From an optimization exercise on the open Yosys and OpenROAD flow, aimed at small area, a short achievable clock period and few clock cycles per item; shortcuts taken in it are not production practice.
The RTL was checked by simulation tests, not by an equivalence proof against the original design.
Power and IR drop assume default switching activity.

==> design.v <==
module vs23_quantizer (
    input  wire        clk,
    input  wire        rst,         
    input  wire        in_valid,
    output wire        in_ready,
    input  wire [23:0] in_rgb,      
    output wire        out_valid,
    input  wire        out_ready,
    output wire [7:0]  out_code,
    output wire        out_hit      
);
    reg [23:0] q;
    reg        v1, v2, rdy;
    wire       acc = in_valid & rdy;
    wire [7:0] r = q[23:16];
    wire [7:0] g = q[15:8];
    wire [7:0] b = q[7:0];
    wire r_gt_g, g_gt_r, g_gt_b, b_gt_g, r_gt_b, b_gt_r;
    vs23_cmp u_cmp_rg (.x(r), .y(g), .gt(r_gt_g), .lt(g_gt_r));
    vs23_cmp u_cmp_gb (.x(g), .y(b), .gt(g_gt_b), .lt(b_gt_g));
    vs23_cmp u_cmp_rb (.x(r), .y(b), .gt(r_gt_b), .lt(b_gt_r));
    reg [3:0] sector;
    always @(*) begin
        if      (!b_gt_r && b_gt_g) sector = 4'd1;    
        else if (!g_gt_r && g_gt_b) sector = 4'd2;    
        else if (!r_gt_b && r_gt_g) sector = 4'd3;    
        else if (!g_gt_b && g_gt_r) sector = 4'd4;    
        else if (!r_gt_g && r_gt_b) sector = 4'd5;    
        else if (!b_gt_g && b_gt_r) sector = 4'd6;    
        else if (r_gt_g)            sector = 4'd7;
        else if (g_gt_r)            sector = 4'd8;
        else if (b_gt_r)            sector = 4'd9;
        else                        sector = 4'd0;
    end
    wire [15:0] lyA, lyB;
    vs23_luma_csa u_csa (.r(r), .g(g), .b(b), .a(lyA), .b2(lyB));
    wire [216:0] l;
    wire [255:0] mn;
    wire        hit_s;
    wire [1:0]  hit_d;
    wire [7:0]  pc_a, pc_b;
    wire [31:0] hn, wn;
    vs23_pre   u_pre   (.q(q), .hn(hn), .wn(wn));
    vs23_lines u_lines (.hn(hn), .wn(wn), .l(l));
    vs23_match u_match (.l(l), .mn(mn));
    vs23_enc   u_enc   (.mn(mn), .hit_s(hit_s), .hit_d(hit_d), .pc_a(pc_a), .pc_b(pc_b));
    reg        s_hit_s;
    reg [1:0]  s_hit_d;
    reg [7:0]  s_pc_a, s_pc_b;
    reg [3:0]  s_sector;
    reg [15:0] s_lyA, s_lyB;
    wire [3:0] luma4;
    vs23_luma_add u_add (.a(s_lyA), .b(s_lyB), .y(luma4));
    wire       hit_d2 = s_hit_d[0] | s_hit_d[1];
    wire       hit2   = hit_d2 | s_hit_s;
    wire [7:0] pcode  = (s_pc_a | s_pc_b) ^ 8'hba;
    wire [8:0] res = {hit2, hit_d2 ? pcode : {s_sector, luma4}};
    reg [8:0] e0;
    reg [8:0] e1;
    reg [8:0] e2;
    reg [8:0] e3;
    reg [3:0] f;    
    wire pop  = f[0] & out_ready;
    wire push = v2;
    wire [3:0] f_next = (pop & ~push) ? {1'b0, f[3:1]} :
                         (push & ~pop) ? {f[2:0], 1'b1} : f;
    wire [2:0] n_base = {2'b0, f[0]} + {2'b0, f[1]} + {2'b0, f[2]} + {2'b0, f[3]} + {2'b0, v2} + {2'b0, v1};
    wire rdy_nopop_noacc = n_base < 3'd4;
    wire rdy_nopop_acc   = n_base < 3'd3;
    wire rdy_pop_noacc   = n_base < 3'd5;
    wire rdy_pop_acc     = n_base < 3'd4;
    wire rdy_next = pop ? (acc ? rdy_pop_acc : rdy_pop_noacc)
                        : (acc ? rdy_nopop_acc : rdy_nopop_noacc);
    always @(posedge clk) begin
        q        <= in_rgb;
        s_hit_s  <= hit_s;
        s_hit_d  <= hit_d;
        s_pc_a   <= pc_a;
        s_pc_b   <= pc_b;
        s_sector <= sector;
        s_lyA    <= lyA;
        s_lyB    <= lyB;
        e0 <= pop ? (f[1] ? e1 : res) : (f[0] ? e0 : res);
        e1 <= pop ? (f[2] ? e2 : res) : (f[1] ? e1 : res);
        e2 <= pop ? (f[3] ? e3 : res) : (f[2] ? e2 : res);
        e3 <= pop ? (1'b0 ? res : res) : (f[3] ? e3 : res);
        if (rst) begin
            v1  <= 1'b0;
            v2  <= 1'b0;
            rdy <= 1'b1;
            f   <= 4'd0;
        end else begin
            v1  <= acc;
            v2  <= v1;
            rdy <= rdy_next;
            f   <= f_next;
        end
    end
    assign in_ready  = rdy;
    assign out_valid = f[0];
    assign out_code  = e0[7:0];
    assign out_hit   = e0[8];
endmodule
module vs23_luma_csa (
    input  wire [7:0]  r,
    input  wire [7:0]  g,
    input  wire [7:0]  b,
    output wire [15:0] a,
    output wire [15:0] b2
);
    wire t1;
    wire t2;
    assign t1 = r[0] ^ r[3];
    assign t2 = r[0] & r[3];
    wire t3;
    wire t4;
    vs23_fa u_fa4 (.a(r[1]), .b(r[4]), .c(r[5]), .s(t3), .co(t4));
    wire t5;
    wire t6;
    vs23_fa u_fa6 (.a(g[0]), .b(g[3]), .c(g[5]), .s(t5), .co(t6));
    wire t7;
    wire t8;
    vs23_fa u_fa8 (.a(r[2]), .b(r[5]), .c(r[6]), .s(t7), .co(t8));
    wire t9;
    wire t10;
    assign t9 = g[1] ^ g[4];
    assign t10 = g[1] & g[4];
    wire t11;
    wire t12;
    vs23_fa u_fa12 (.a(r[3]), .b(r[6]), .c(r[7]), .s(t11), .co(t12));
    wire t13;
    wire t14;
    assign t13 = r[0] ^ r[1];
    assign t14 = r[0] & r[1];
    wire t15;
    wire t16;
    vs23_fa u_fa16 (.a(r[1]), .b(r[2]), .c(g[0]), .s(t15), .co(t16));
    wire t17;
    wire t18;
    vs23_fa u_fa18 (.a(g[2]), .b(g[3]), .c(b[0]), .s(t17), .co(t18));
    wire t19;
    wire t20;
    vs23_fa u_fa20 (.a(r[2]), .b(r[3]), .c(g[1]), .s(t19), .co(t20));
    wire t21;
    wire t22;
    vs23_fa u_fa22 (.a(g[3]), .b(g[4]), .c(b[1]), .s(t21), .co(t22));
    wire t23;
    wire t24;
    assign t23 = b[2] ^ b[3];
    assign t24 = b[2] & b[3];
    wire t25;
    wire t26;
    vs23_fa u_fa26 (.a(r[4]), .b(g[2]), .c(g[4]), .s(t25), .co(t26));
    wire t27;
    wire t28;
    vs23_fa u_fa28 (.a(g[5]), .b(b[2]), .c(b[3]), .s(t27), .co(t28));
    wire t29;
    wire t30;
    vs23_fa u_fa30 (.a(b[4]), .b(b[6]), .c(t1), .s(t29), .co(t30));
    wire t31;
    wire t32;
    vs23_fa u_fa32 (.a(g[6]), .b(b[3]), .c(b[4]), .s(t31), .co(t32));
    wire t33;
    wire t34;
    assign t33 = ~(b[5] ^ b[7]);
    assign t34 = b[5] | b[7];
    wire t35;
    wire t36;
    vs23_fa u_fa36 (.a(t3), .b(t5), .c(t2), .s(t35), .co(t36));
    wire t37;
    wire t38;
    vs23_fa u_fa38 (.a(g[6]), .b(g[7]), .c(b[4]), .s(t37), .co(t38));
    wire t39;
    wire t40;
    vs23_fa u_fa40 (.a(b[5]), .b(b[6]), .c(t7), .s(t39), .co(t40));
    wire t41;
    wire t42;
    vs23_fa u_fa42 (.a(t9), .b(t4), .c(t6), .s(t41), .co(t42));
    wire t43;
    wire t44;
    vs23_fa u_fa44 (.a(g[2]), .b(g[5]), .c(g[7]), .s(t43), .co(t44));
    wire t45;
    wire t46;
    vs23_fa u_fa46 (.a(b[5]), .b(b[6]), .c(b[7]), .s(t45), .co(t46));
    wire t47;
    wire t48;
    vs23_fa u_fa48 (.a(t11), .b(t8), .c(t10), .s(t47), .co(t48));
    wire t49;
    wire t50;
    vs23_fa u_fa50 (.a(r[4]), .b(r[7]), .c(g[3]), .s(t49), .co(t50));
    wire t51;
    wire t52;
    vs23_fa u_fa52 (.a(g[6]), .b(b[6]), .c(b[7]), .s(t51), .co(t52));
    wire t53;
    wire t54;
    assign t53 = r[0] ^ g[0];
    assign t54 = r[0] & g[0];
    wire t55;
    wire t56;
    vs23_fa u_fa56 (.a(g[1]), .b(g[2]), .c(b[0]), .s(t55), .co(t56));
    wire t57;
    wire t58;
    assign t57 = b[1] ^ b[3];
    assign t58 = b[1] & b[3];
    wire t59;
    wire t60;
    vs23_fa u_fa60 (.a(b[1]), .b(b[2]), .c(b[4]), .s(t59), .co(t60));
    wire t61;
    wire t62;
    vs23_fa u_fa62 (.a(t15), .b(t17), .c(t14), .s(t61), .co(t62));
    wire t63;
    wire t64;
    vs23_fa u_fa64 (.a(b[5]), .b(t19), .c(t21), .s(t63), .co(t64));
    wire t65;
    wire t66;
    vs23_fa u_fa66 (.a(t23), .b(t16), .c(t18), .s(t65), .co(t66));
    wire t67;
    wire t68;
    vs23_fa u_fa68 (.a(t25), .b(t27), .c(t29), .s(t67), .co(t68));
    wire t69;
    wire t70;
    vs23_fa u_fa70 (.a(t20), .b(t22), .c(t24), .s(t69), .co(t70));
    wire t71;
    wire t72;
    vs23_fa u_fa72 (.a(t31), .b(t33), .c(t35), .s(t71), .co(t72));
    wire t73;
    wire t74;
    vs23_fa u_fa74 (.a(t26), .b(t28), .c(t30), .s(t73), .co(t74));
    wire t75;
    wire t76;
    vs23_fa u_fa76 (.a(t37), .b(t39), .c(t41), .s(t75), .co(t76));
    wire t77;
    wire t78;
    vs23_fa u_fa78 (.a(t32), .b(t34), .c(t36), .s(t77), .co(t78));
    wire t79;
    wire t80;
    vs23_fa u_fa80 (.a(t43), .b(t45), .c(t47), .s(t79), .co(t80));
    wire t81;
    wire t82;
    vs23_fa u_fa82 (.a(t38), .b(t40), .c(t42), .s(t81), .co(t82));
    wire t83;
    wire t84;
    vs23_fa u_fa84 (.a(t12), .b(t49), .c(t51), .s(t83), .co(t84));
    wire t85;
    wire t86;
    vs23_fa u_fa86 (.a(t44), .b(t46), .c(t48), .s(t85), .co(t86));
    wire t87;
    wire t88;
    vs23_fa u_fa88 (.a(r[5]), .b(g[4]), .c(g[7]), .s(t87), .co(t88));
    wire t89;
    wire t90;
    vs23_fa u_fa90 (.a(b[7]), .b(t50), .c(t52), .s(t89), .co(t90));
    wire t91;
    wire t92;
    assign t91 = g[1] ^ b[0];
    assign t92 = g[1] & b[0];
    wire t93;
    wire t94;
    vs23_fa u_fa94 (.a(t13), .b(t55), .c(t57), .s(t93), .co(t94));
    wire t95;
    wire t96;
    vs23_fa u_fa96 (.a(t59), .b(t61), .c(t56), .s(t95), .co(t96));
    wire t97;
    wire t98;
    vs23_fa u_fa98 (.a(t63), .b(t65), .c(t60), .s(t97), .co(t98));
    wire t99;
    wire t100;
    vs23_fa u_fa100 (.a(t67), .b(t69), .c(t64), .s(t99), .co(t100));
    wire t101;
    wire t102;
    vs23_fa u_fa102 (.a(t71), .b(t73), .c(t68), .s(t101), .co(t102));
    wire t103;
    wire t104;
    vs23_fa u_fa104 (.a(t75), .b(t77), .c(t72), .s(t103), .co(t104));
    wire t105;
    wire t106;
    vs23_fa u_fa106 (.a(t79), .b(t81), .c(t76), .s(t105), .co(t106));
    wire t107;
    wire t108;
    vs23_fa u_fa108 (.a(t83), .b(t85), .c(t80), .s(t107), .co(t108));
    wire t109;
    wire t110;
    vs23_fa u_fa110 (.a(t87), .b(t89), .c(t84), .s(t109), .co(t110));
    wire t111;
    wire t112;
    vs23_fa u_fa112 (.a(r[6]), .b(g[5]), .c(t88), .s(t111), .co(t112));
    wire t113;
    wire t114;
    assign t113 = b[2] ^ t53;
    assign t114 = b[2] & t53;
    wire t115;
    wire t116;
    vs23_fa u_fa116 (.a(t54), .b(t93), .c(t92), .s(t115), .co(t116));
    wire t117;
    wire t118;
    vs23_fa u_fa118 (.a(t58), .b(t95), .c(t94), .s(t117), .co(t118));
    wire t119;
    wire t120;
    vs23_fa u_fa120 (.a(t62), .b(t97), .c(t96), .s(t119), .co(t120));
    wire t121;
    wire t122;
    vs23_fa u_fa122 (.a(t66), .b(t99), .c(t98), .s(t121), .co(t122));
    wire t123;
    wire t124;
    vs23_fa u_fa124 (.a(t70), .b(t101), .c(t100), .s(t123), .co(t124));
    wire t125;
    wire t126;
    vs23_fa u_fa126 (.a(t74), .b(t103), .c(t102), .s(t125), .co(t126));
    wire t127;
    wire t128;
    vs23_fa u_fa128 (.a(t78), .b(t105), .c(t104), .s(t127), .co(t128));
    wire t129;
    wire t130;
    vs23_fa u_fa130 (.a(t82), .b(t107), .c(t106), .s(t129), .co(t130));
    wire t131;
    wire t132;
    vs23_fa u_fa132 (.a(t86), .b(t109), .c(t108), .s(t131), .co(t132));
    wire t133;
    wire t134;
    vs23_fa u_fa134 (.a(t90), .b(t111), .c(t110), .s(t133), .co(t134));
    wire t135;
    wire t136;
    vs23_fa u_fa136 (.a(r[7]), .b(g[6]), .c(t112), .s(t135), .co(t136));
    assign a  = {1'b0, g[7], t135, t133, t131, t129, t127, t125, t123, t121, t119, t117, t115, t91, g[0], 1'b0};
    assign b2 = {1'b0, t136, t134, t132, t130, t128, t126, t124, t122, t120, t118, t116, t114, t113, b[1], 1'b0};
endmodule
module vs23_luma_add (
    input  wire [15:0] a,
    input  wire [15:0] b,
    output wire [3:0]  y
);
    wire [15:0] gg = a & b;
    wire [15:0] pp = a | b;
    wire [5:0] g2 = {gg[11] | (pp[11] & gg[10]), gg[9] | (pp[9] & gg[8]), gg[7] | (pp[7] & gg[6]),
                     gg[5] | (pp[5] & gg[4]), gg[3] | (pp[3] & gg[2]), gg[1] | (pp[1] & gg[0])};
    wire [5:0] p2 = {pp[11] & pp[10], pp[9] & pp[8], pp[7] & pp[6],
                     pp[5] & pp[4], pp[3] & pp[2], pp[1] & pp[0]};
    wire g4a = g2[5] | (p2[5] & g2[4]);
    wire p4a = p2[5] & p2[4];
    wire g4b = g2[3] | (p2[3] & g2[2]);
    wire p4b = p2[3] & p2[2];
    wire c12 = g4a | (p4a & (g4b | (p4b & (g2[1] | (p2[1] & g2[0])))));
    wire [3:0] s = a[15:12] + b[15:12] + {3'b0, c12};
    assign y = s;
endmodule
module vs23_cmp (
    input  wire [7:0] x,
    input  wire [7:0] y,
    output wire       gt,
    output wire       lt
);
    wire [7:0] g1 = x & ~y;
    wire [7:0] l1 = ~x & y;
    wire [3:0] g2, l2;
    wire [1:0] g4, l4;
    genvar i;
    generate
        for (i = 0; i < 4; i = i + 1) begin : lv2
            assign g2[i] = g1[2*i+1] | (~l1[2*i+1] & g1[2*i]);
            assign l2[i] = l1[2*i+1] | (~g1[2*i+1] & l1[2*i]);
        end
        for (i = 0; i < 2; i = i + 1) begin : lv4
            assign g4[i] = g2[2*i+1] | (~l2[2*i+1] & g2[2*i]);
            assign l4[i] = l2[2*i+1] | (~g2[2*i+1] & l2[2*i]);
        end
    endgenerate
    assign gt = g4[1] | (~l4[1] & g4[0]);
    assign lt = l4[1] | (~g4[1] & l4[0]);
endmodule
module vs23_fa (input wire a, input wire b, input wire c, output wire s, output wire co);
    assign s  = a ^ b ^ c;
    assign co = (a & b) | (a & c) | (b & c);
endmodule
module vs23_pre (input wire [23:0] q, output wire [31:0] hn, output wire [31:0] wn);
    wire [5:0] x0 = {q[23], q[11], q[10], q[8], q[2], q[1]};
    assign hn[7:0] = ~(8'd1 << x0[5:3]);
    assign wn[7:0] = ~(8'd1 << x0[2:0]);
    wire [5:0] x1 = {q[22], q[20], q[14], q[13], q[6], q[5]};
    assign hn[15:8] = ~(8'd1 << x1[5:3]);
    assign wn[15:8] = ~(8'd1 << x1[2:0]);
    wire [5:0] x2 = {q[21], q[19], q[15], q[12], q[7], q[3]};
    assign hn[23:16] = ~(8'd1 << x2[5:3]);
    assign wn[23:16] = ~(8'd1 << x2[2:0]);
    wire [5:0] x3 = {q[18], q[17], q[16], q[9], q[4], q[0]};
    assign hn[31:24] = ~(8'd1 << x3[5:3]);
    assign wn[31:24] = ~(8'd1 << x3[2:0]);
endmodule
module vs23_lines (input wire [31:0] hn, input wire [31:0] wn, output wire [216:0] l);
    assign l[0] = ~(hn[0] | wn[0]);    
    assign l[1] = ~(hn[0] | wn[1]);    
    assign l[2] = ~(hn[0] | wn[2]);    
    assign l[3] = ~(hn[0] | wn[3]);    
    assign l[4] = ~(hn[0] | wn[4]);    
    assign l[5] = ~(hn[0] | wn[5]);    
    assign l[6] = ~(hn[0] | wn[6]);    
    assign l[7] = ~(hn[1] | wn[0]);    
    assign l[8] = ~(hn[1] | wn[1]);    
    assign l[9] = ~(hn[1] | wn[2]);    
    assign l[10] = ~(hn[1] | wn[3]);    
    assign l[11] = ~(hn[1] | wn[4]);    
    assign l[12] = ~(hn[1] | wn[5]);    
    assign l[13] = ~(hn[1] | wn[6]);    
    assign l[14] = ~(hn[1] | wn[7]);    
    assign l[15] = ~(hn[2] | wn[1]);    
    assign l[16] = ~(hn[2] | wn[2]);    
    assign l[17] = ~(hn[2] | wn[3]);    
    assign l[18] = ~(hn[2] | wn[4]);    
    assign l[19] = ~(hn[2] | wn[5]);    
    assign l[20] = ~(hn[2] | wn[6]);    
    assign l[21] = ~(hn[2] | wn[7]);    
    assign l[22] = ~(hn[3] | wn[0]);    
    assign l[23] = ~(hn[3] | wn[2]);    
    assign l[24] = ~(hn[3] | wn[3]);    
    assign l[25] = ~(hn[3] | wn[4]);    
    assign l[26] = ~(hn[3] | wn[5]);    
    assign l[27] = ~(hn[3] | wn[6]);    
    assign l[28] = ~(hn[3] | wn[7]);    
    assign l[29] = ~(hn[4] | wn[0]);    
    assign l[30] = ~(hn[4] | wn[4]);    
    assign l[31] = ~(hn[4] | wn[5]);    
    assign l[32] = ~(hn[4] | wn[6]);    
    assign l[33] = ~(hn[4] | wn[7]);    
    assign l[34] = ~(hn[5] | wn[0]);    
    assign l[35] = ~(hn[5] | wn[1]);    
    assign l[36] = ~(hn[5] | wn[2]);    
    assign l[37] = ~(hn[5] | wn[3]);    
    assign l[38] = ~(hn[5] | wn[4]);    
    assign l[39] = ~(hn[5] | wn[5]);    
    assign l[40] = ~(hn[5] | wn[6]);    
    assign l[41] = ~(hn[5] | wn[7]);    
    assign l[42] = ~(hn[6] | wn[0]);    
    assign l[43] = ~(hn[6] | wn[1]);    
    assign l[44] = ~(hn[6] | wn[2]);    
    assign l[45] = ~(hn[6] | wn[3]);    
    assign l[46] = ~(hn[6] | wn[4]);    
    assign l[47] = ~(hn[6] | wn[5]);    
    assign l[48] = ~(hn[6] | wn[6]);    
    assign l[49] = ~(hn[6] | wn[7]);    
    assign l[50] = ~(hn[7] | wn[0]);    
    assign l[51] = ~(hn[7] | wn[1]);    
    assign l[52] = ~(hn[7] | wn[2]);    
    assign l[53] = ~(hn[7] | wn[3]);    
    assign l[54] = ~(hn[7] | wn[4]);    
    assign l[55] = ~(hn[7] | wn[5]);    
    assign l[56] = ~(hn[7] | wn[6]);    
    assign l[57] = ~(hn[7] | wn[7]);    
    assign l[58] = ~(hn[8] | wn[8]);    
    assign l[59] = ~(hn[8] | wn[9]);    
    assign l[60] = ~(hn[8] | wn[10]);    
    assign l[61] = ~(hn[8] | wn[11]);    
    assign l[62] = ~(hn[8] | wn[12]);    
    assign l[63] = ~(hn[8] | wn[13]);    
    assign l[64] = ~(hn[8] | wn[14]);    
    assign l[65] = ~(hn[8] | wn[15]);    
    assign l[66] = ~(hn[9] | wn[10]);    
    assign l[67] = ~(hn[9] | wn[11]);    
    assign l[68] = ~(hn[9] | wn[12]);    
    assign l[69] = ~(hn[9] | wn[13]);    
    assign l[70] = ~(hn[9] | wn[14]);    
    assign l[71] = ~(hn[9] | wn[15]);    
    assign l[72] = ~(hn[10] | wn[8]);    
    assign l[73] = ~(hn[10] | wn[9]);    
    assign l[74] = ~(hn[10] | wn[10]);    
    assign l[75] = ~(hn[10] | wn[11]);    
    assign l[76] = ~(hn[10] | wn[12]);    
    assign l[77] = ~(hn[10] | wn[13]);    
    assign l[78] = ~(hn[10] | wn[14]);    
    assign l[79] = ~(hn[10] | wn[15]);    
    assign l[80] = ~(hn[11] | wn[9]);    
    assign l[81] = ~(hn[11] | wn[12]);    
    assign l[82] = ~(hn[11] | wn[13]);    
    assign l[83] = ~(hn[11] | wn[14]);    
    assign l[84] = ~(hn[11] | wn[15]);    
    assign l[85] = ~(hn[12] | wn[8]);    
    assign l[86] = ~(hn[12] | wn[9]);    
    assign l[87] = ~(hn[12] | wn[10]);    
    assign l[88] = ~(hn[12] | wn[11]);    
    assign l[89] = ~(hn[12] | wn[12]);    
    assign l[90] = ~(hn[12] | wn[13]);    
    assign l[91] = ~(hn[12] | wn[14]);    
    assign l[92] = ~(hn[12] | wn[15]);    
    assign l[93] = ~(hn[13] | wn[8]);    
    assign l[94] = ~(hn[13] | wn[10]);    
    assign l[95] = ~(hn[13] | wn[11]);    
    assign l[96] = ~(hn[13] | wn[12]);    
    assign l[97] = ~(hn[13] | wn[13]);    
    assign l[98] = ~(hn[13] | wn[14]);    
    assign l[99] = ~(hn[13] | wn[15]);    
    assign l[100] = ~(hn[14] | wn[8]);    
    assign l[101] = ~(hn[14] | wn[10]);    
    assign l[102] = ~(hn[14] | wn[13]);    
    assign l[103] = ~(hn[15] | wn[8]);    
    assign l[104] = ~(hn[15] | wn[9]);    
    assign l[105] = ~(hn[15] | wn[10]);    
    assign l[106] = ~(hn[15] | wn[11]);    
    assign l[107] = ~(hn[15] | wn[15]);    
    assign l[108] = ~(hn[16] | wn[16]);    
    assign l[109] = ~(hn[16] | wn[17]);    
    assign l[110] = ~(hn[16] | wn[18]);    
    assign l[111] = ~(hn[16] | wn[19]);    
    assign l[112] = ~(hn[16] | wn[20]);    
    assign l[113] = ~(hn[16] | wn[21]);    
    assign l[114] = ~(hn[16] | wn[22]);    
    assign l[115] = ~(hn[16] | wn[23]);    
    assign l[116] = ~(hn[17] | wn[16]);    
    assign l[117] = ~(hn[17] | wn[17]);    
    assign l[118] = ~(hn[17] | wn[18]);    
    assign l[119] = ~(hn[17] | wn[19]);    
    assign l[120] = ~(hn[17] | wn[20]);    
    assign l[121] = ~(hn[17] | wn[21]);    
    assign l[122] = ~(hn[17] | wn[22]);    
    assign l[123] = ~(hn[17] | wn[23]);    
    assign l[124] = ~(hn[18] | wn[18]);    
    assign l[125] = ~(hn[18] | wn[20]);    
    assign l[126] = ~(hn[18] | wn[21]);    
    assign l[127] = ~(hn[19] | wn[17]);    
    assign l[128] = ~(hn[19] | wn[18]);    
    assign l[129] = ~(hn[19] | wn[19]);    
    assign l[130] = ~(hn[19] | wn[20]);    
    assign l[131] = ~(hn[19] | wn[21]);    
    assign l[132] = ~(hn[19] | wn[22]);    
    assign l[133] = ~(hn[19] | wn[23]);    
    assign l[134] = ~(hn[20] | wn[16]);    
    assign l[135] = ~(hn[20] | wn[18]);    
    assign l[136] = ~(hn[20] | wn[19]);    
    assign l[137] = ~(hn[20] | wn[20]);    
    assign l[138] = ~(hn[20] | wn[21]);    
    assign l[139] = ~(hn[20] | wn[22]);    
    assign l[140] = ~(hn[20] | wn[23]);    
    assign l[141] = ~(hn[21] | wn[16]);    
    assign l[142] = ~(hn[21] | wn[17]);    
    assign l[143] = ~(hn[21] | wn[18]);    
    assign l[144] = ~(hn[21] | wn[21]);    
    assign l[145] = ~(hn[21] | wn[22]);    
    assign l[146] = ~(hn[21] | wn[23]);    
    assign l[147] = ~(hn[22] | wn[16]);    
    assign l[148] = ~(hn[22] | wn[17]);    
    assign l[149] = ~(hn[22] | wn[18]);    
    assign l[150] = ~(hn[22] | wn[19]);    
    assign l[151] = ~(hn[22] | wn[20]);    
    assign l[152] = ~(hn[22] | wn[21]);    
    assign l[153] = ~(hn[22] | wn[22]);    
    assign l[154] = ~(hn[22] | wn[23]);    
    assign l[155] = ~(hn[23] | wn[17]);    
    assign l[156] = ~(hn[23] | wn[18]);    
    assign l[157] = ~(hn[23] | wn[19]);    
    assign l[158] = ~(hn[23] | wn[20]);    
    assign l[159] = ~(hn[23] | wn[21]);    
    assign l[160] = ~(hn[23] | wn[22]);    
    assign l[161] = ~(hn[23] | wn[23]);    
    assign l[162] = ~(hn[24] | wn[24]);    
    assign l[163] = ~(hn[24] | wn[25]);    
    assign l[164] = ~(hn[24] | wn[26]);    
    assign l[165] = ~(hn[24] | wn[27]);    
    assign l[166] = ~(hn[24] | wn[28]);    
    assign l[167] = ~(hn[24] | wn[29]);    
    assign l[168] = ~(hn[25] | wn[24]);    
    assign l[169] = ~(hn[25] | wn[25]);    
    assign l[170] = ~(hn[25] | wn[26]);    
    assign l[171] = ~(hn[25] | wn[27]);    
    assign l[172] = ~(hn[25] | wn[28]);    
    assign l[173] = ~(hn[25] | wn[29]);    
    assign l[174] = ~(hn[25] | wn[30]);    
    assign l[175] = ~(hn[25] | wn[31]);    
    assign l[176] = ~(hn[26] | wn[24]);    
    assign l[177] = ~(hn[26] | wn[25]);    
    assign l[178] = ~(hn[26] | wn[26]);    
    assign l[179] = ~(hn[26] | wn[27]);    
    assign l[180] = ~(hn[26] | wn[28]);    
    assign l[181] = ~(hn[26] | wn[29]);    
    assign l[182] = ~(hn[26] | wn[30]);    
    assign l[183] = ~(hn[26] | wn[31]);    
    assign l[184] = ~(hn[27] | wn[25]);    
    assign l[185] = ~(hn[27] | wn[27]);    
    assign l[186] = ~(hn[27] | wn[28]);    
    assign l[187] = ~(hn[27] | wn[29]);    
    assign l[188] = ~(hn[27] | wn[31]);    
    assign l[189] = ~(hn[28] | wn[24]);    
    assign l[190] = ~(hn[28] | wn[25]);    
    assign l[191] = ~(hn[28] | wn[26]);    
    assign l[192] = ~(hn[28] | wn[27]);    
    assign l[193] = ~(hn[28] | wn[28]);    
    assign l[194] = ~(hn[28] | wn[30]);    
    assign l[195] = ~(hn[28] | wn[31]);    
    assign l[196] = ~(hn[29] | wn[24]);    
    assign l[197] = ~(hn[29] | wn[25]);    
    assign l[198] = ~(hn[29] | wn[27]);    
    assign l[199] = ~(hn[29] | wn[28]);    
    assign l[200] = ~(hn[29] | wn[29]);    
    assign l[201] = ~(hn[29] | wn[30]);    
    assign l[202] = ~(hn[29] | wn[31]);    
    assign l[203] = ~(hn[30] | wn[25]);    
    assign l[204] = ~(hn[30] | wn[26]);    
    assign l[205] = ~(hn[30] | wn[27]);    
    assign l[206] = ~(hn[30] | wn[28]);    
    assign l[207] = ~(hn[30] | wn[29]);    
    assign l[208] = ~(hn[30] | wn[30]);    
    assign l[209] = ~(hn[30] | wn[31]);    
    assign l[210] = ~(hn[31] | wn[24]);    
    assign l[211] = ~(hn[31] | wn[26]);    
    assign l[212] = ~(hn[31] | wn[27]);    
    assign l[213] = ~(hn[31] | wn[28]);    
    assign l[214] = ~(hn[31] | wn[29]);    
    assign l[215] = ~(hn[31] | wn[30]);    
    assign l[216] = ~(hn[31] | wn[31]);    
endmodule
module vs23_match (input wire [216:0] l, output wire [255:0] mn);
    assign mn[0] = ~(l[0] & l[58] & l[108] & l[162]);    
    assign mn[1] = ~(l[2] & l[63] & l[116] & l[165]);    
    assign mn[2] = ~(l[19] & l[68] & l[116] & l[170]);    
    assign mn[3] = ~(l[18] & l[69] & l[121] & l[175]);    
    assign mn[4] = ~(l[14] & l[60] & l[113] & l[215]);    
    assign mn[5] = ~(l[17] & l[61] & l[114] & l[213]);    
    assign mn[6] = ~(l[3] & l[63] & l[129] & l[163]);    
    assign mn[7] = ~(l[8] & l[66] & l[126] & l[195]);    
    assign mn[8] = ~(l[16] & l[66] & l[127] & l[196]);    
    assign mn[9] = ~(l[13] & l[60] & l[124] & l[208]);    
    assign mn[10] = ~(l[4] & l[72] & l[112] & l[171]);    
    assign mn[11] = ~(l[24] & l[81] & l[112] & l[174]);    
    assign mn[12] = ~(l[28] & l[81] & l[112] & l[174]);    
    assign mn[13] = ~(l[28] & l[82] & l[112] & l[172]);    
    assign mn[14] = ~(l[28] & l[84] & l[112] & l[172]);    
    assign mn[15] = ~(l[26] & l[84] & l[113] & l[173]);    
    assign mn[16] = ~(l[1] & l[73] & l[116] & l[171]);    
    assign mn[17] = ~(l[0] & l[73] & l[117] & l[170]);    
    assign mn[18] = ~(l[2] & l[73] & l[117] & l[171]);    
    assign mn[19] = ~(l[8] & l[75] & l[109] & l[177]);    
    assign mn[20] = ~(l[12] & l[73] & l[108] & l[179]);    
    assign mn[21] = ~(l[12] & l[75] & l[108] & l[179]);    
    assign mn[22] = ~(l[10] & l[72] & l[111] & l[183]);    
    assign mn[23] = ~(l[10] & l[73] & l[111] & l[181]);    
    assign mn[24] = ~(l[14] & l[73] & l[111] & l[181]);    
    assign mn[25] = ~(l[14] & l[75] & l[111] & l[181]);    
    assign mn[26] = ~(l[12] & l[75] & l[110] & l[182]);    
    assign mn[27] = ~(l[16] & l[82] & l[110] & l[179]);    
    assign mn[28] = ~(l[27] & l[75] & l[123] & l[197]);    
    assign mn[29] = ~(l[8] & l[74] & l[111] & l[208]);    
    assign mn[30] = ~(l[11] & l[84] & l[121] & l[206]);    
    assign mn[31] = ~(l[9] & l[76] & l[127] & l[182]);    
    assign mn[32] = ~(l[1] & l[82] & l[132] & l[187]);    
    assign mn[33] = ~(l[0] & l[82] & l[133] & l[186]);    
    assign mn[34] = ~(l[4] & l[82] & l[133] & l[186]);    
    assign mn[35] = ~(l[5] & l[82] & l[133] & l[187]);    
    assign mn[36] = ~(l[10] & l[83] & l[132] & l[185]);    
    assign mn[37] = ~(l[14] & l[81] & l[130] & l[185]);    
    assign mn[38] = ~(l[14] & l[82] & l[130] & l[184]);    
    assign mn[39] = ~(l[14] & l[84] & l[130] & l[184]);    
    assign mn[40] = ~(l[1] & l[63] & l[134] & l[180]);    
    assign mn[41] = ~(l[11] & l[66] & l[137] & l[213]);    
    assign mn[42] = ~(l[28] & l[68] & l[145] & l[214]);    
    assign mn[43] = ~(l[26] & l[68] & l[146] & l[213]);    
    assign mn[44] = ~(l[27] & l[68] & l[146] & l[213]);    
    assign mn[45] = ~(l[28] & l[68] & l[146] & l[214]);    
    assign mn[46] = ~(l[3] & l[60] & l[147] & l[165]);    
    assign mn[47] = ~(l[0] & l[60] & l[148] & l[164]);    
    assign mn[48] = ~(l[0] & l[61] & l[148] & l[162]);    
    assign mn[49] = ~(l[0] & l[61] & l[148] & l[164]);    
    assign mn[50] = ~(l[21] & l[65] & l[154] & l[174]);    
    assign mn[51] = ~(l[21] & l[65] & l[154] & l[175]);    
    assign mn[52] = ~(l[25] & l[62] & l[151] & l[168]);    
    assign mn[53] = ~(l[23] & l[63] & l[152] & l[172]);    
    assign mn[54] = ~(l[23] & l[65] & l[153] & l[174]);    
    assign mn[55] = ~(l[24] & l[65] & l[153] & l[175]);    
    assign mn[56] = ~(l[25] & l[65] & l[154] & l[174]);    
    assign mn[57] = ~(l[26] & l[65] & l[154] & l[175]);    
    assign mn[58] = ~(l[18] & l[64] & l[160] & l[183]);    
    assign mn[59] = ~(l[3] & l[77] & l[138] & l[162]);    
    assign mn[60] = ~(l[5] & l[77] & l[137] & l[188]);    
    assign mn[61] = ~(l[9] & l[79] & l[138] & l[207]);    
    assign mn[62] = ~(l[10] & l[79] & l[138] & l[207]);    
    assign mn[63] = ~(l[7] & l[79] & l[137] & l[208]);    
    assign mn[64] = ~(l[9] & l[79] & l[137] & l[209]);    
    assign mn[65] = ~(l[13] & l[79] & l[137] & l[209]);    
    assign mn[66] = ~(l[12] & l[79] & l[138] & l[208]);    
    assign mn[67] = ~(l[15] & l[79] & l[138] & l[205]);    
    assign mn[68] = ~(l[19] & l[78] & l[137] & l[203]);    
    assign mn[69] = ~(l[19] & l[74] & l[146] & l[205]);    
    assign mn[70] = ~(l[21] & l[80] & l[161] & l[184]);    
    assign mn[71] = ~(l[11] & l[78] & l[155] & l[191]);    
    assign mn[72] = ~(l[7] & l[78] & l[155] & l[194]);    
    assign mn[73] = ~(l[7] & l[76] & l[157] & l[194]);    
    assign mn[74] = ~(l[7] & l[77] & l[157] & l[193]);    
    assign mn[75] = ~(l[7] & l[79] & l[157] & l[193]);    
    assign mn[76] = ~(l[11] & l[77] & l[156] & l[194]);    
    assign mn[77] = ~(l[12] & l[77] & l[156] & l[194]);    
    assign mn[78] = ~(l[15] & l[77] & l[156] & l[192]);    
    assign mn[79] = ~(l[17] & l[72] & l[148] & l[208]);    
    assign mn[80] = ~(l[16] & l[73] & l[150] & l[206]);    
    assign mn[81] = ~(l[0] & l[76] & l[154] & l[203]);    
    assign mn[82] = ~(l[9] & l[94] & l[108] & l[169]);    
    assign mn[83] = ~(l[11] & l[95] & l[108] & l[171]);    
    assign mn[84] = ~(l[11] & l[93] & l[110] & l[169]);    
    assign mn[85] = ~(l[12] & l[93] & l[110] & l[168]);    
    assign mn[86] = ~(l[13] & l[93] & l[110] & l[168]);    
    assign mn[87] = ~(l[9] & l[93] & l[110] & l[172]);    
    assign mn[88] = ~(l[7] & l[93] & l[111] & l[173]);    
    assign mn[89] = ~(l[11] & l[93] & l[111] & l[173]);    
    assign mn[90] = ~(l[5] & l[96] & l[119] & l[176]);    
    assign mn[91] = ~(l[1] & l[96] & l[119] & l[181]);    
    assign mn[92] = ~(l[6] & l[96] & l[119] & l[180]);    
    assign mn[93] = ~(l[4] & l[96] & l[118] & l[183]);    
    assign mn[94] = ~(l[9] & l[97] & l[119] & l[179]);    
    assign mn[95] = ~(l[10] & l[97] & l[119] & l[178]);    
    assign mn[96] = ~(l[10] & l[97] & l[119] & l[179]);    
    assign mn[97] = ~(l[7] & l[98] & l[118] & l[176]);    
    assign mn[98] = ~(l[9] & l[94] & l[108] & l[189]);    
    assign mn[99] = ~(l[18] & l[89] & l[117] & l[190]);    
    assign mn[100] = ~(l[23] & l[88] & l[121] & l[200]);    
    assign mn[101] = ~(l[19] & l[92] & l[115] & l[208]);    
    assign mn[102] = ~(l[19] & l[88] & l[117] & l[205]);    
    assign mn[103] = ~(l[6] & l[85] & l[120] & l[204]);    
    assign mn[104] = ~(l[27] & l[95] & l[120] & l[213]);    
    assign mn[105] = ~(l[17] & l[91] & l[133] & l[163]);    
    assign mn[106] = ~(l[5] & l[99] & l[130] & l[198]);    
    assign mn[107] = ~(l[20] & l[103] & l[121] & l[181]);    
    assign mn[108] = ~(l[20] & l[105] & l[122] & l[183]);    
    assign mn[109] = ~(l[23] & l[105] & l[122] & l[179]);    
    assign mn[110] = ~(l[27] & l[103] & l[123] & l[179]);    
    assign mn[111] = ~(l[22] & l[105] & l[123] & l[181]);    
    assign mn[112] = ~(l[25] & l[103] & l[121] & l[181]);    
    assign mn[113] = ~(l[26] & l[103] & l[121] & l[180]);    
    assign mn[114] = ~(l[26] & l[103] & l[121] & l[182]);    
    assign mn[115] = ~(l[18] & l[104] & l[118] & l[187]);    
    assign mn[116] = ~(l[13] & l[105] & l[112] & l[198]);    
    assign mn[117] = ~(l[8] & l[101] & l[126] & l[171]);    
    assign mn[118] = ~(l[9] & l[101] & l[132] & l[182]);    
    assign mn[119] = ~(l[28] & l[107] & l[129] & l[180]);    
    assign mn[120] = ~(l[7] & l[97] & l[138] & l[178]);    
    assign mn[121] = ~(l[11] & l[97] & l[138] & l[179]);    
    assign mn[122] = ~(l[8] & l[97] & l[138] & l[182]);    
    assign mn[123] = ~(l[12] & l[97] & l[138] & l[183]);    
    assign mn[124] = ~(l[11] & l[98] & l[137] & l[180]);    
    assign mn[125] = ~(l[11] & l[96] & l[139] & l[180]);    
    assign mn[126] = ~(l[12] & l[96] & l[139] & l[181]);    
    assign mn[127] = ~(l[16] & l[96] & l[139] & l[176]);    
    assign mn[128] = ~(l[10] & l[99] & l[134] & l[206]);    
    assign mn[129] = ~(l[10] & l[91] & l[150] & l[177]);    
    assign mn[130] = ~(l[27] & l[85] & l[161] & l[176]);    
    assign mn[131] = ~(l[0] & l[98] & l[160] & l[190]);    
    assign mn[132] = ~(l[2] & l[97] & l[160] & l[215]);    
    assign mn[133] = ~(l[6] & l[102] & l[141] & l[198]);    
    assign mn[134] = ~(l[14] & l[107] & l[137] & l[216]);    
    assign mn[135] = ~(l[17] & l[104] & l[152] & l[165]);    
    assign mn[136] = ~(l[22] & l[101] & l[155] & l[182]);    
    assign mn[137] = ~(l[14] & l[100] & l[148] & l[216]);    
    assign mn[138] = ~(l[9] & l[105] & l[149] & l[211]);    
    assign mn[139] = ~(l[29] & l[67] & l[108] & l[164]);    
    assign mn[140] = ~(l[54] & l[71] & l[115] & l[193]);    
    assign mn[141] = ~(l[44] & l[69] & l[123] & l[203]);    
    assign mn[142] = ~(l[44] & l[71] & l[123] & l[203]);    
    assign mn[143] = ~(l[42] & l[71] & l[122] & l[204]);    
    assign mn[144] = ~(l[46] & l[69] & l[120] & l[204]);    
    assign mn[145] = ~(l[46] & l[71] & l[120] & l[204]);    
    assign mn[146] = ~(l[48] & l[71] & l[120] & l[205]);    
    assign mn[147] = ~(l[47] & l[71] & l[121] & l[204]);    
    assign mn[148] = ~(l[43] & l[71] & l[121] & l[209]);    
    assign mn[149] = ~(l[30] & l[71] & l[114] & l[212]);    
    assign mn[150] = ~(l[42] & l[58] & l[129] & l[162]);    
    assign mn[151] = ~(l[31] & l[69] & l[126] & l[196]);    
    assign mn[152] = ~(l[44] & l[67] & l[131] & l[208]);    
    assign mn[153] = ~(l[36] & l[61] & l[127] & l[214]);    
    assign mn[154] = ~(l[32] & l[80] & l[113] & l[187]);    
    assign mn[155] = ~(l[57] & l[80] & l[128] & l[166]);    
    assign mn[156] = ~(l[46] & l[72] & l[133] & l[171]);    
    assign mn[157] = ~(l[42] & l[72] & l[124] & l[196]);    
    assign mn[158] = ~(l[31] & l[82] & l[130] & l[202]);    
    assign mn[159] = ~(l[37] & l[83] & l[131] & l[198]);    
    assign mn[160] = ~(l[39] & l[81] & l[133] & l[197]);    
    assign mn[161] = ~(l[35] & l[81] & l[133] & l[200]);    
    assign mn[162] = ~(l[39] & l[81] & l[133] & l[200]);    
    assign mn[163] = ~(l[43] & l[83] & l[130] & l[198]);    
    assign mn[164] = ~(l[43] & l[84] & l[130] & l[197]);    
    assign mn[165] = ~(l[44] & l[84] & l[130] & l[196]);    
    assign mn[166] = ~(l[57] & l[77] & l[133] & l[210]);    
    assign mn[167] = ~(l[37] & l[68] & l[136] & l[167]);    
    assign mn[168] = ~(l[42] & l[61] & l[142] & l[172]);    
    assign mn[169] = ~(l[46] & l[61] & l[142] & l[172]);    
    assign mn[170] = ~(l[50] & l[61] & l[142] & l[168]);    
    assign mn[171] = ~(l[51] & l[61] & l[142] & l[169]);    
    assign mn[172] = ~(l[53] & l[61] & l[142] & l[168]);    
    assign mn[173] = ~(l[57] & l[61] & l[142] & l[168]);    
    assign mn[174] = ~(l[54] & l[61] & l[141] & l[171]);    
    assign mn[175] = ~(l[51] & l[61] & l[141] & l[174]);    
    assign mn[176] = ~(l[56] & l[67] & l[143] & l[171]);    
    assign mn[177] = ~(l[37] & l[69] & l[146] & l[170]);    
    assign mn[178] = ~(l[44] & l[65] & l[135] & l[211]);    
    assign mn[179] = ~(l[45] & l[65] & l[135] & l[211]);    
    assign mn[180] = ~(l[42] & l[65] & l[136] & l[211]);    
    assign mn[181] = ~(l[42] & l[65] & l[136] & l[212]);    
    assign mn[182] = ~(l[43] & l[65] & l[136] & l[211]);    
    assign mn[183] = ~(l[47] & l[65] & l[136] & l[212]);    
    assign mn[184] = ~(l[43] & l[64] & l[135] & l[214]);    
    assign mn[185] = ~(l[48] & l[64] & l[135] & l[213]);    
    assign mn[186] = ~(l[47] & l[64] & l[151] & l[166]);    
    assign mn[187] = ~(l[33] & l[70] & l[147] & l[168]);    
    assign mn[188] = ~(l[36] & l[69] & l[149] & l[177]);    
    assign mn[189] = ~(l[43] & l[63] & l[157] & l[180]);    
    assign mn[190] = ~(l[37] & l[66] & l[157] & l[179]);    
    assign mn[191] = ~(l[37] & l[71] & l[153] & l[186]);    
    assign mn[192] = ~(l[42] & l[59] & l[155] & l[200]);    
    assign mn[193] = ~(l[57] & l[70] & l[148] & l[205]);    
    assign mn[194] = ~(l[44] & l[77] & l[137] & l[176]);    
    assign mn[195] = ~(l[47] & l[83] & l[134] & l[179]);    
    assign mn[196] = ~(l[51] & l[75] & l[145] & l[180]);    
    assign mn[197] = ~(l[35] & l[76] & l[134] & l[214]);    
    assign mn[198] = ~(l[57] & l[77] & l[160] & l[171]);    
    assign mn[199] = ~(l[47] & l[77] & l[161] & l[188]);    
    assign mn[200] = ~(l[31] & l[74] & l[148] & l[189]);    
    assign mn[201] = ~(l[40] & l[72] & l[152] & l[192]);    
    assign mn[202] = ~(l[45] & l[72] & l[155] & l[202]);    
    assign mn[203] = ~(l[41] & l[85] & l[114] & l[170]);    
    assign mn[204] = ~(l[52] & l[96] & l[118] & l[169]);    
    assign mn[205] = ~(l[49] & l[92] & l[108] & l[193]);    
    assign mn[206] = ~(l[53] & l[92] & l[108] & l[189]);    
    assign mn[207] = ~(l[53] & l[90] & l[110] & l[189]);    
    assign mn[208] = ~(l[53] & l[90] & l[110] & l[191]);    
    assign mn[209] = ~(l[50] & l[90] & l[111] & l[191]);    
    assign mn[210] = ~(l[50] & l[90] & l[111] & l[192]);    
    assign mn[211] = ~(l[56] & l[92] & l[110] & l[190]);    
    assign mn[212] = ~(l[54] & l[92] & l[111] & l[189]);    
    assign mn[213] = ~(l[57] & l[91] & l[120] & l[201]);    
    assign mn[214] = ~(l[50] & l[94] & l[109] & l[209]);    
    assign mn[215] = ~(l[51] & l[86] & l[126] & l[177]);    
    assign mn[216] = ~(l[51] & l[87] & l[130] & l[177]);    
    assign mn[217] = ~(l[37] & l[93] & l[125] & l[187]);    
    assign mn[218] = ~(l[31] & l[93] & l[127] & l[186]);    
    assign mn[219] = ~(l[52] & l[94] & l[129] & l[189]);    
    assign mn[220] = ~(l[43] & l[98] & l[130] & l[208]);    
    assign mn[221] = ~(l[41] & l[93] & l[126] & l[211]);    
    assign mn[222] = ~(l[49] & l[104] & l[123] & l[164]);    
    assign mn[223] = ~(l[49] & l[104] & l[123] & l[165]);    
    assign mn[224] = ~(l[45] & l[103] & l[122] & l[167]);    
    assign mn[225] = ~(l[49] & l[105] & l[121] & l[167]);    
    assign mn[226] = ~(l[53] & l[105] & l[121] & l[163]);    
    assign mn[227] = ~(l[53] & l[105] & l[121] & l[165]);    
    assign mn[228] = ~(l[51] & l[106] & l[120] & l[162]);    
    assign mn[229] = ~(l[55] & l[106] & l[120] & l[163]);    
    assign mn[230] = ~(l[41] & l[104] & l[116] & l[191]);    
    assign mn[231] = ~(l[52] & l[101] & l[127] & l[162]);    
    assign mn[232] = ~(l[38] & l[100] & l[126] & l[199]);    
    assign mn[233] = ~(l[56] & l[105] & l[133] & l[198]);    
    assign mn[234] = ~(l[54] & l[94] & l[140] & l[172]);    
    assign mn[235] = ~(l[50] & l[88] & l[140] & l[186]);    
    assign mn[236] = ~(l[56] & l[95] & l[139] & l[194]);    
    assign mn[237] = ~(l[31] & l[99] & l[143] & l[190]);    
    assign mn[238] = ~(l[46] & l[88] & l[134] & l[197]);    
    assign mn[239] = ~(l[34] & l[99] & l[144] & l[202]);    
    assign mn[240] = ~(l[54] & l[88] & l[158] & l[170]);    
    assign mn[241] = ~(l[50] & l[86] & l[159] & l[174]);    
    assign mn[242] = ~(l[51] & l[86] & l[159] & l[174]);    
    assign mn[243] = ~(l[53] & l[86] & l[159] & l[175]);    
    assign mn[244] = ~(l[50] & l[87] & l[158] & l[172]);    
    assign mn[245] = ~(l[51] & l[87] & l[158] & l[172]);    
    assign mn[246] = ~(l[53] & l[87] & l[158] & l[173]);    
    assign mn[247] = ~(l[51] & l[87] & l[159] & l[172]);    
    assign mn[248] = ~(l[44] & l[93] & l[158] & l[182]);    
    assign mn[249] = ~(l[53] & l[99] & l[157] & l[206]);    
    assign mn[250] = ~(l[48] & l[86] & l[149] & l[212]);    
    assign mn[251] = ~(l[38] & l[106] & l[135] & l[202]);    
    assign mn[252] = ~(l[53] & l[102] & l[152] & l[178]);    
    assign mn[253] = ~(l[44] & l[102] & l[156] & l[208]);    
    assign mn[254] = ~(l[53] & l[106] & l[147] & l[215]);    
    assign mn[255] = ~(l[57] & l[107] & l[161] & l[216]);    
endmodule
module vs23_enc (input wire [255:0] mn, output wire hit_s, output wire [1:0] hit_d,
                 output wire [7:0] pc_a, output wire [7:0] pc_b);
    assign hit_s = ~&(mn | ~256'h8200020008000080200000009041004900140004000000001040010000000401);
    assign hit_d[0] = ~&(mn | ~256'h000000000000000000000000000000001febfffbffffffffefbffefffffffbfe);
    assign hit_d[1] = ~&(mn | ~256'h7dfffdfff7ffff7fdfffffff6fbeffb6e0000000000000000000000000000000);
    assign pc_a[0] = ~&(mn | ~256'h00000000000000000000000000000000050812eb1f6a55076885fcb5304ab354);
    assign pc_b[0] = ~&(mn | ~256'h34a31169173f525c8d140ade008817a638000000000000000000000000000000);
    assign pc_a[1] = ~&(mn | ~256'h0000000000000000000000000000000499e39ef9a072a30922ab04416e430a20);
    assign pc_b[1] = ~&(mn | ~256'h0054a801b35f0f479ce5d1cd25244c9000000000000000000000000000000000);
    assign pc_a[2] = ~&(mn | ~256'h0000000000000000000000000000000016e031d0a10cd439698e82059acb817c);
    assign pc_b[2] = ~&(mn | ~256'h192344f9859b3475d0184e622d0c1c2480000000000000000000000000000000);
    assign pc_a[3] = ~&(mn | ~256'h00000000000000000000000000000000000be4b2544e93d94c208637f59293c8);
    assign pc_b[3] = ~&(mn | ~256'h5018fd689512b87e8637252105048b9007000000000000000000000000000000);
    assign pc_a[4] = ~&(mn | ~256'h000000000000000000000000000000001ea3d938aa7e1f66051388c86f62810c);
    assign pc_b[4] = ~&(mn | ~256'h09d9bc261098f03d5c79670a6f30c68240000000000000000000000000000000);
    assign pc_a[5] = ~&(mn | ~256'h000000000000000000000000000000000000593a52a64eeaee15c07e00453b6a);
    assign pc_b[5] = ~&(mn | ~256'h00b0208c0241fb045aa3044f03960032fde88000000000000000000000000000);
    assign pc_a[6] = ~&(mn | ~256'h00000000000000000000000000000000004922909f0ed98e0b8fd0487255ba0a);
    assign pc_b[6] = ~&(mn | ~256'h25e4e18e7431017100c943336824712254800000000000000000000000000000);
    assign pc_a[7] = ~&(mn | ~256'h0000000000000000000000000000000006c19e191122fa1401942c55cec38950);
    assign pc_b[7] = ~&(mn | ~256'h5110b01fb03c3c0a9142f902602ae404f0000000000000000000000000000000);
endmodule
==> flow/run.sh <==
#!/bin/bash
# Standard ORFS layout (the standard.sh, unchanged synthesis), with
#  - every port still buffered, but with buf_2 instead of the delay buffer
#    (clkdlybuf4s50_1) that buffer_ports picks on its own.
set -euo pipefail
bash standard.sh SETUP_SLACK_MARGIN=7 "BUFFER_PORTS_ARGS=-buffer_cell sky130_fd_sc_hd__buf_2" finish > standard_flow.log 2>&1
==> standard.sh <==
#!/bin/bash
# synth_recipe.tcl (not shown) runs the flow's synth.tcl, then flattens the netlist and writes it again
# the make line also repeats each setting of config.mk as NAME=value (left out here)
make -C /OpenROAD-flow-scripts/flow DESIGN_CONFIG=/design/flow/config.mk WORK_HOME=/design/flow/orfs CLKGATE_MAP_FILE= SYNTH_SCRIPT=/design/flow/synth_recipe.tcl "${@:-finish}"
==> config.mk <==
export PLATFORM = sky130hd
export DESIGN_NAME = vs23_quantizer
export DESIGN_NICKNAME = vs23_quantizer
export VERILOG_FILES = /design/flow/design.v
export SDC_FILE = /design/flow/constraint.sdc
export NUM_CORES = 4
export LEC_CHECK = 0
export CAP_MARGIN = 20
export CORE_MARGIN = 2
export CORE_UTILIZATION = 30
export SETUP_SLACK_MARGIN = 5
export SLEW_MARGIN = 20
export SYNTH_HIERARCHICAL = 1
export SYNTH_MEMORY_MAX_BITS = 16384
export SYNTH_MINIMUM_KEEP_SIZE = 0
==> constraint.sdc <==
create_clock -name core_clock -period 10.0 [get_ports {clk}]
set_input_delay 2.0000 -clock core_clock [delete_from_list [all_inputs] [get_ports {clk}]]
set_output_delay 2.0000 -clock core_clock [all_outputs]
set_load 0.01 [all_outputs]
==> results.py, run 1 <==
metrics = {
    "power_and_ir_drop": {
        "leakagePower_uw": 0.00539,
        "switchingPower_uw": 708,
        "power_frac_clock_pct": 31.6,
        "power_frac_comb_pct": 33.3,
        "ir_worst_vdd_v": 0.0000821,
        "powerDensity_mw_per_mm2": 155,
        "switching_share_pct": 35.4,
        "power.internal_uw": 1290,
        "p_seq_share_pct": 35.1,
    },
    "final_layout": {
        "area_growth_pct": 15.4,
        "antenna_cells": 0,
        "nFillCells": 3972,
        "final_nets": 1611,
        "drive_gt1_share_pct": 19.2,
    },
    "timing": {
        "tightest_slew_ps": 1160,
        "skew_ps": 31.9,
        "slew_violations": 0,
        "fin_setup_tns_ps": 0,
        "fmax_mhz": 314,
        "fin_crit_sh_pct": 31.9,
        "relSlewSlack_pct": 22.5,
        "rsz0062_at_grt": "yes",
        "hold_violations": 0,
        "period_minus_slack_ps": 3190,
        "setup_viol": 0,
        "worst_slack_ps": 6810,
    },
    "cts": {
        "cts_tree": "yes",
        "root_buffer": "clkbuf_16",
        "clk_path_buf_depth": 2,
        "htree_levels": 4,
        "clock_sinks": 122,
        "clk_latency_ps": 470,
        "cts_buffers": 17,
        "clkSlewWorstSetupHoldPaths_ps": 60,
        "cts_hold_buffers": 0,
    },
    "logic_synthesis": {
        "synthTopCellsByArea": "dfxtp_1 20%, nand4_1 19%, fa_1 11%, nor2_1 9.4%, nand3_1 3.0%",
        "synth_ff_type": "dfxtp_1",
        "synth_edf_count": 9,
        "synth_compound_area_share_pct": 7.75,
        "synth.distinct_cells": 61,
        "netlist_area_sq_mm": 0.0112,
        "ys_seq_elements": 122,
        "synth_top_area_share_pct": 20.3,
        "synth_mux_area_share_pct": 1.30,
        "yosysTopAreaCell": "dfxtp_1",
        "synth_seq_area_share_pct": 22.7,
        "synth-simple-area-share_pct": 45.5,
        "synthCells": 1453,
        "synth_top_family_by_area": "simple AND/OR/NAND/NOR gates",
        "syn_area_per_cell_sq_um": 7.68,
        "ys_warn_count": 7,
        "synthArstFlopShare_pct": 0,
        "synth_xor_area_share_pct": 0.235,
        "synthAdderAreaFrac_pct": 14.9,
    },
    "setup_path": {
        "rrSetupSlack_ps": 6810,
        "arrival_ps": 3520,
        "cp-end-kind": "register",
        "crit_type": "register to register",
        "crit_chain": "or3b_1 -> nor2_1 -> nand4_1 -> and3_1 -> nand3_1 -> nor4_1 -> nand4b_1",
        "slowest_delay_ps": 700,
        "start_kind": "register",
        "cp-startpoint": "q[3]",
        "crit_required_ps": 10330,
        "r2r-start": "q[3]",
        "critical_path.slowest_cell": "nor2_1",
        "worstPathMaxFanout": 18,
        "r2r_cells": 7,
    },
    "global_route": {
        "antenna_found_initial": 1,
        "track_usage_pct": 42.1,
        "grt_max_degree": 24,
        "grt_pass1_wl_microns": 111000,
        "overflow": 0,
        "grt_pass1_vias": 13766,
    },
    "floorplanning": {
        "die-area_sq_mm": 0.0388,
        "dieWidth_microns": 197,
        "die_height_microns": 197,
        "core-area_sq_mm": 0.0366,
        "rows": 70,
        "ioPinCount": 39,
        "start_util_pct": 30.5,
    },
    "detailed_routing": {
        "detailroute.wirelength.met3_microns": 9380,
        "via_per_inst": 7.09,
        "routedWlPerCell_microns": 41.0,
        "final_antenna_net_count": 0,
        "dr.first_iter.drc_count": 2046,
        "top_layer": "met5",
        "wl_microns": 81500,
        "wl_met1_microns": 29100,
        "drtPass1Iterations": 10,
        "drc": 0,
        "via_count": 14081,
        "met2_length_microns": 34000,
    },
    "place": {
        "place_ws_ps": 6200,
        "io_buffers": 38,
        "gpl.final_weighted_congestion": 1.11,
        "dp_hpwl_microns": 62700,
    },
    "worst_hold_path": {
        "min_from": "e3[0]",
        "hold_path.class": "register to register",
        "min_path_cells": 2,
    },
    "status": {
        "status": "no timing/DRC/antenna violations",
    },
    "run": {
        "maxCapViolCount": 0,
    },
}
[registers in the layout, summed over array words and instances, names as in the netlist]
| signal | flops |
|---|---|
| q | 24 |
| s_lyA | 16 |
| s_lyB | 16 |
| e0 | 9 |
| e1 | 9 |
| e2 | 9 |
| e3 | 9 |
| s_pc_a | 8 |
| s_pc_b | 8 |
| f | 4 |
| s_sector | 4 |
| s_hit_d | 2 |
| rdy | 1 |
| s_hit_s | 1 |
| v1 | 1 |
| v2 | 1 |
[synth_stat cells, types with 9 or more instances]
master    number
nand4_1      335
nor2_1       281
dfxtp_1      113
nand2_1       81
nand3_1       66
fa_1          64
a21oi_1       46
buf_4         41
nor3_1        35
inv_1         32
buf_2         30
nand3b_1      24
or3b_1        24
nor4_1        23
o21ai_0       22
buf_6         21
maj3_2        18
nand2b_1      17
ha_1          14
or3_1         14
o22ai_1       11
edfxtp_1       9
o21a_1         9
[per-module statistics from Yosys, one instance, submodules excluded]
| module | cells inside | flops+latches | copies in the design | area [sq um] |
|---|---|---|---|---|
| vs23_cmp | 31 | 0 | 3 | 224 |
| vs23_pre | 64 | 0 | 1 | 480 |
| vs23_fa | 1 | 0 | 59 | 20.0 |
| vs23_match | 292 | 0 | 1 | 1810 |
| vs23_luma_add | 36 | 0 | 1 | 274 |
| vs23_luma_csa | 46 | 0 | 1 | 372 |
| vs23_enc | 294 | 0 | 1 | 1590 |
| vs23_lines | 236 | 0 | 1 | 1030 |
| vs23_quantizer | 333 | 122 | 1 | 3750 |
[worst paths after layout]
check / end
setup reg to reg: s_pc_b[6]
hold reg to reg: e3[0]
hold / removal: e3[0]
setup / recovery: s_pc_b[6]
[area by class of cell]
| cell class | count | area (sq um) | area share [%] |
|---|---|---|---|
| repair buffers | 128 | 916 | 7.11 |
| well taps | 468 | 586 | 4.55 |
| inverters | 36 | 143 | 1.11 |
| flip-flops and latches | 122 | 2610 | 20.3 |
| multi-input cells | 1200 | 8030 | 62.4 |
| clock buffers | 22 | 474 | 3.68 |
| clock inverters | 10 | 115 | 0.894 |
[critical path, delay by kind of cell (launching register included)]
family,cells,cell delay [ps]
simple gates,7,2550
flops,1,510
[metal layers]
layer,vias to the layer above,global-route usage [%]
met5,-,1.28
met4,2,36.8
met3,474,15.7
met2,1209,63.5
met1,6836,46.5
li1,5560,-
[repair_timing]
item	CTS	global route
pin swaps	0	2
endpoints found under the setup margin	50	41
resized for setup	41	54
buffers inserted	27	31
[metrics by stage]
step	total power (uW)	cells	cell area, sq um	hold slack [ps]	util, %
floorplan	1240	1456	11200	425	-
global placement	1320	1896	11500	438	31.5
detailed placement	1340	1896	11500	443	31.5
CTS	1990	1955	12500	458	34.0
global route	2120	1986	12900	479	35.2
finish	2000	1986	12900	457	35.2
[cells by family (layout without fill, tap and decap cells)]
kind of cell    Yosys count  after routing
compound gates          136            136
xor+xnor                  3              3
fa+ha+maj                96             96
buf+inv                 134            196
flops                   122            122
mux                      12             12
other cells               1              4
simple gates            949            949
[power groups by stage]
| stage | Sequential (uW) | Combinational, uW | Clock (uW) |
|---|---|---|---|
| after detailed placement | 719 | 621 | 0 |
| after CTS | 704 | 645 | 641 |
| after global routing | 714 | 741 | 663 |
| after global placement | 716 | 605 | 0 |
| final | 702 | 667 | 632 |
| after floorplan | 694 | 542 | 0 |
[layout by cell type, fill, tap and decap left out, types with 22 or more instances in the layout]
master | Yosys | layout
nor2_1 | 281 | 238
fa_1 | 64 | 62
nand3b_1 | 24 | 24
o21ai_0 | 22 | 22
a21oi_1 | 46 | 44
nor2_2 | 0 | 38
nor3_1 | 35 | 34
nand2_1 | 81 | 80
nand4_1 | 335 | 335
dfxtp_1 | 113 | 86
buf_2 | 30 | 38
buf_4 | 41 | 85
nand3_1 | 66 | 65
inv_1 | 32 | 31
Testbench counts, summed over its fixed seeds: cycles 4,824, items 4,800.
==> run 2, diff against run 1 <==
--- a/config.mk
+++ b/config.mk
@@ -7,7 +7,7 @@
 export LEC_CHECK = 0
 export CAP_MARGIN = 20
 export CORE_MARGIN = 2
-export CORE_UTILIZATION = 30
+export CORE_UTILIZATION = 45
 export SETUP_SLACK_MARGIN = 5
 export SLEW_MARGIN = 20
 export SYNTH_HIERARCHICAL = 1
==> run 2 against run 1 <==
Still clean. Wire length down 11%. Maximum frequency up 1.9%. Cell count down 8.2%. First-iteration DRC count up 81%. Non-clock buffer count down 20. Clock-buffer cell count down 5. Sequential power up 1%. Critical path type unchanged. Largest cell class unchanged. Highest routed layer unchanged.
==> results.py, run 2 <==
metrics = {
    "setup_path": {
        "worstPathMaxFanout": 17,
        "crit_chain": "nand3b_1 -> nor2_1 -> buf_4 -> nand4_1 -> nand4_1 -> nor2_1 -> nand4_1 -> or4_1",
        "crit_required_ps": 10280,
        "critical_path.slowest_cell": "or4_1",
        "crit_type": "register to register",
        "cp-end-kind": "register",
        "r2r-start": "q[9]",
        "slowest_delay_ps": 570,
        "start_kind": "register",
        "rrSetupSlack_ps": 6870,
        "cp-startpoint": "q[9]",
        "arrival_ps": 3410,
        "critPathBufInv": 1,
        "cp_common_cell": "nand4_1",
        "cpLargestDelayFamily": "simple AND/OR/NAND/NOR gates",
    },
    "detailed_routing": {
        "routedWlPerCell_microns": 39.7,
        "drc": 0,
        "dr.first_iter.drc_count": 3705,
        "wl_microns": 72500,
        "via_count": 14856,
        "drtPass1Iterations": 17,
        "final_antenna_net_count": 0,
        "via_per_inst": 8.14,
    },
    "final_layout": {
        "final_common_cell": "nand4_1",
        "largest_register_ffs": 24,
        "drive_gt1_share_pct": 18.4,
        "final_util_pct": 51.5,
        "final_nets": 1591,
        "final_cells": 1824,
        "area_growth_pct": 12.1,
        "layout_common_cells": "335 x nand4_1, 238 x nor2_1, 86 x dfxtp_1",
        "reg.largest.list": "q: 24 flops, s_lyA: 16 flops, s_lyB: 16 flops",
        "final_cell_area_sq_mm": 0.0125,
        "nFillCells": 2307,
        "regMostFlops": "q",
    },
    "timing": {
        "relSlewSlack_pct": 30.2,
        "slew_violations": 0,
        "period_minus_slack_ps": 3130,
        "fmax_mhz": 320,
        "worst_slack_ps": 6870,
        "fin_crit_sh_pct": 31.3,
        "skew_ps": 21.5,
        "rsz0062_at_grt": "yes",
        "tightest_slew_ps": 1040,
        "fin_setup_tns_ps": 0,
        "hold_violations": 0,
        "setup_viol": 0,
    },
    "cts": {
        "root_buffer": "clkbuf_16",
        "clk_path_buf_depth": 2,
        "htree_levels": 4,
        "cts_hold_buffers": 0,
        "clk_latency_ps": 430,
        "clock_sinks": 122,
        "clkSlewWorstSetupHoldPaths_ps": 70,
        "cts_buffers": 17,
        "cts_tree": "yes",
    },
    "floorplanning": {
        "start_util_pct": 45.9,
        "dieWidth_microns": 161,
        "core-area_sq_mm": 0.0243,
        "ioPinCount": 39,
        "die-area_sq_mm": 0.0261,
        "die_height_microns": 161,
        "rows": 57,
    },
    "worst_hold_path": {
        "hold_path.class": "register to register",
        "min_from": "e3[2]",
    },
    "status": {
        "status": "no timing/DRC/antenna violations",
    },
    "logic_synthesis": {
        "synth_seq_area_share_pct": 22.7,
        "netlist_area_sq_mm": 0.0112,
        "yosysMostFrequentCell": "nand4_1",
        "yosysTopAreaCell": "dfxtp_1",
        "synth.distinct_cells": 61,
        "synthArstFlopShare_pct": 0,
        "syn_area_per_cell_sq_um": 7.68,
        "ys_warn_count": 7,
        "synthCells": 1453,
        "synthTopCellsByArea": "dfxtp_1 20%, nand4_1 19%, fa_1 11%, nor2_1 9.4%, nand3_1 3.0%",
        "synth_top_area_share_pct": 20.3,
        "ys_seq_elements": 122,
        "synth_edf_count": 9,
        "synth_ff_type": "dfxtp_1",
        "synth_common_cells": "335 x nand4_1, 281 x nor2_1, 113 x dfxtp_1",
    },
    "place": {
        "placedInstanceArea_sq_mm": 0.0112,
        "gpl.final_weighted_congestion": 1.21,
        "dp.cells": 1731,
        "place_ws_ps": 6240,
        "io_buffers": 38,
        "dp_hpwl_microns": 52400,
    },
    "global_route": {
        "overflow": 0,
        "antenna_found_initial": 3,
        "grt_max_degree": 24,
        "grt_pass1_wl_microns": 102000,
        "track_usage_pct": 54.7,
        "grt_pass1_vias": 14486,
    },
    "power_and_ir_drop": {
        "powerDensity_mw_per_mm2": 168,
        "leakagePower_uw": 0.00526,
        "ir_worst_vdd_v": 0.000150,
    },
    "run": {
        "maxCapViolCount": 0,
    },
}
run 2: cell counts after synthesis:
Identical to the previous run, type by type.
run 2: routing by layer:
layer,vias to the layer above,part of all wire [%],track usage [%]
li1,5517,-,-
met1,6938,32,58.2
met2,1687,40,79.1
met3,710,16,26.6
met4,4,12,49.5
met5,-,0.14,6.06
run 2: where the power goes:
group	switching, uW	internal, uW	total (uW)
Combinational	431	306	737
Clock	281	374	655
Sequential	93.7	617	710
run 2: stage by stage:
| stage | power (uW) | hold WS (ps) |
|---|---|---|
| after floorplan | 1240 | 425 |
| after global placement | 1300 | 437 |
| after detailed placement | 1370 | 454 |
| after CTS | 2020 | 470 |
| after global routing | 2170 | 506 |
| final | 2100 | 476 |
run 2: final timing paths:
| check | end | cells past startpoint |
|---|---|---|
| max | s_pc_b[5] | 8 |
| min | e3[2] | 2 |
| max reg2reg | s_pc_b[5] | 8 |
| min reg2reg | e3[2] | 2 |
run 2: repair_timing:
item | CTS | global route
resized for setup | 32 | 73
pin swaps | 0 | 12
setup buffers | 26 | 33
setup endpoints to repair | 47 | 45
gates cloned | 0 | 0
run 2: modules after synthesis, one instance, submodules excluded:
module	area, sq um	copies in the design
vs23_cmp	224	3
vs23_enc	1590	1
vs23_luma_csa	372	1
vs23_lines	1030	1
vs23_match	1810	1
vs23_fa	20.0	59
vs23_luma_add	274	1
vs23_pre	480	1
vs23_quantizer	3750	1
run 2: cell type report:
type	count	area [sq um]	area share [%]
repair buffers	108	713	5.70
inverters	36	138	1.10
multi-input cells	1200	8050	64.3
diodes	2	5.00	0.0400
clock buffers	17	425	3.40
clock inverters	15	165	1.32
flip-flops and latches	122	2620	20.9
well taps	324	405	3.24
run 2: worst reg2reg max path, stage by stage (launching register included):
cell      delay, ps
dfxtp_4         490
nand3b_1        440
nor2_1          100
buf_4           190
nand4_1         290
nand4_1         370
nor2_1          350
nand4_1         190
or4_1           570
run 2: logic make-up after synthesis:
group	Yosys count	share of synthesized area [%]
flops	122	22.7
fa+ha+maj	96	14.9
buf+inv	134	7.63
compound gates	136	7.75
other cells	1	0.0336
simple gates	949	45.5
mux	12	1.30
xor+xnor	3	0.235

static timing again, ports no longer ideal:
How much do the figures lean on ideal ports? The routed layouts below were timed once more, with nothing changed but the port constraints.
Step 1, drivers: a clkbuf_16 drives clk and a buf_2 each remaining input, both assumed.
Step 2 adds t to the input delays and takes it off the output delays; t is the mean of the earliest and latest rising clock arrival at the registers after step 1. Input paths then give back, and output paths get back, about the clock's delay inside the block.
a / b / c = ideal ports / drivers / drivers and shift; a / b = the first two.
| run | t (ns) | setup slack, ns | worst hold slack (ns) | worst setup path at the end | slew at the worst register clock pin (ns) |
|---|---|---|---|---|---|
| run 1 | 0.498 | 6.813 / 6.813 / 6.760 | 0.457 / 0.457 / 0.457 | input to register | 0.08 / 0.08 |
| run 2 | 0.469 | 6.873 / 6.873 / 6.702 | 0.476 / 0.476 / 0.476 | input to register | 0.07 / 0.07 |
After both steps setup and hold are still met in every run listed. The setup slack of run 2, which loses most, moves by 0.000 ns with the drivers and by -0.171 ns with both steps.
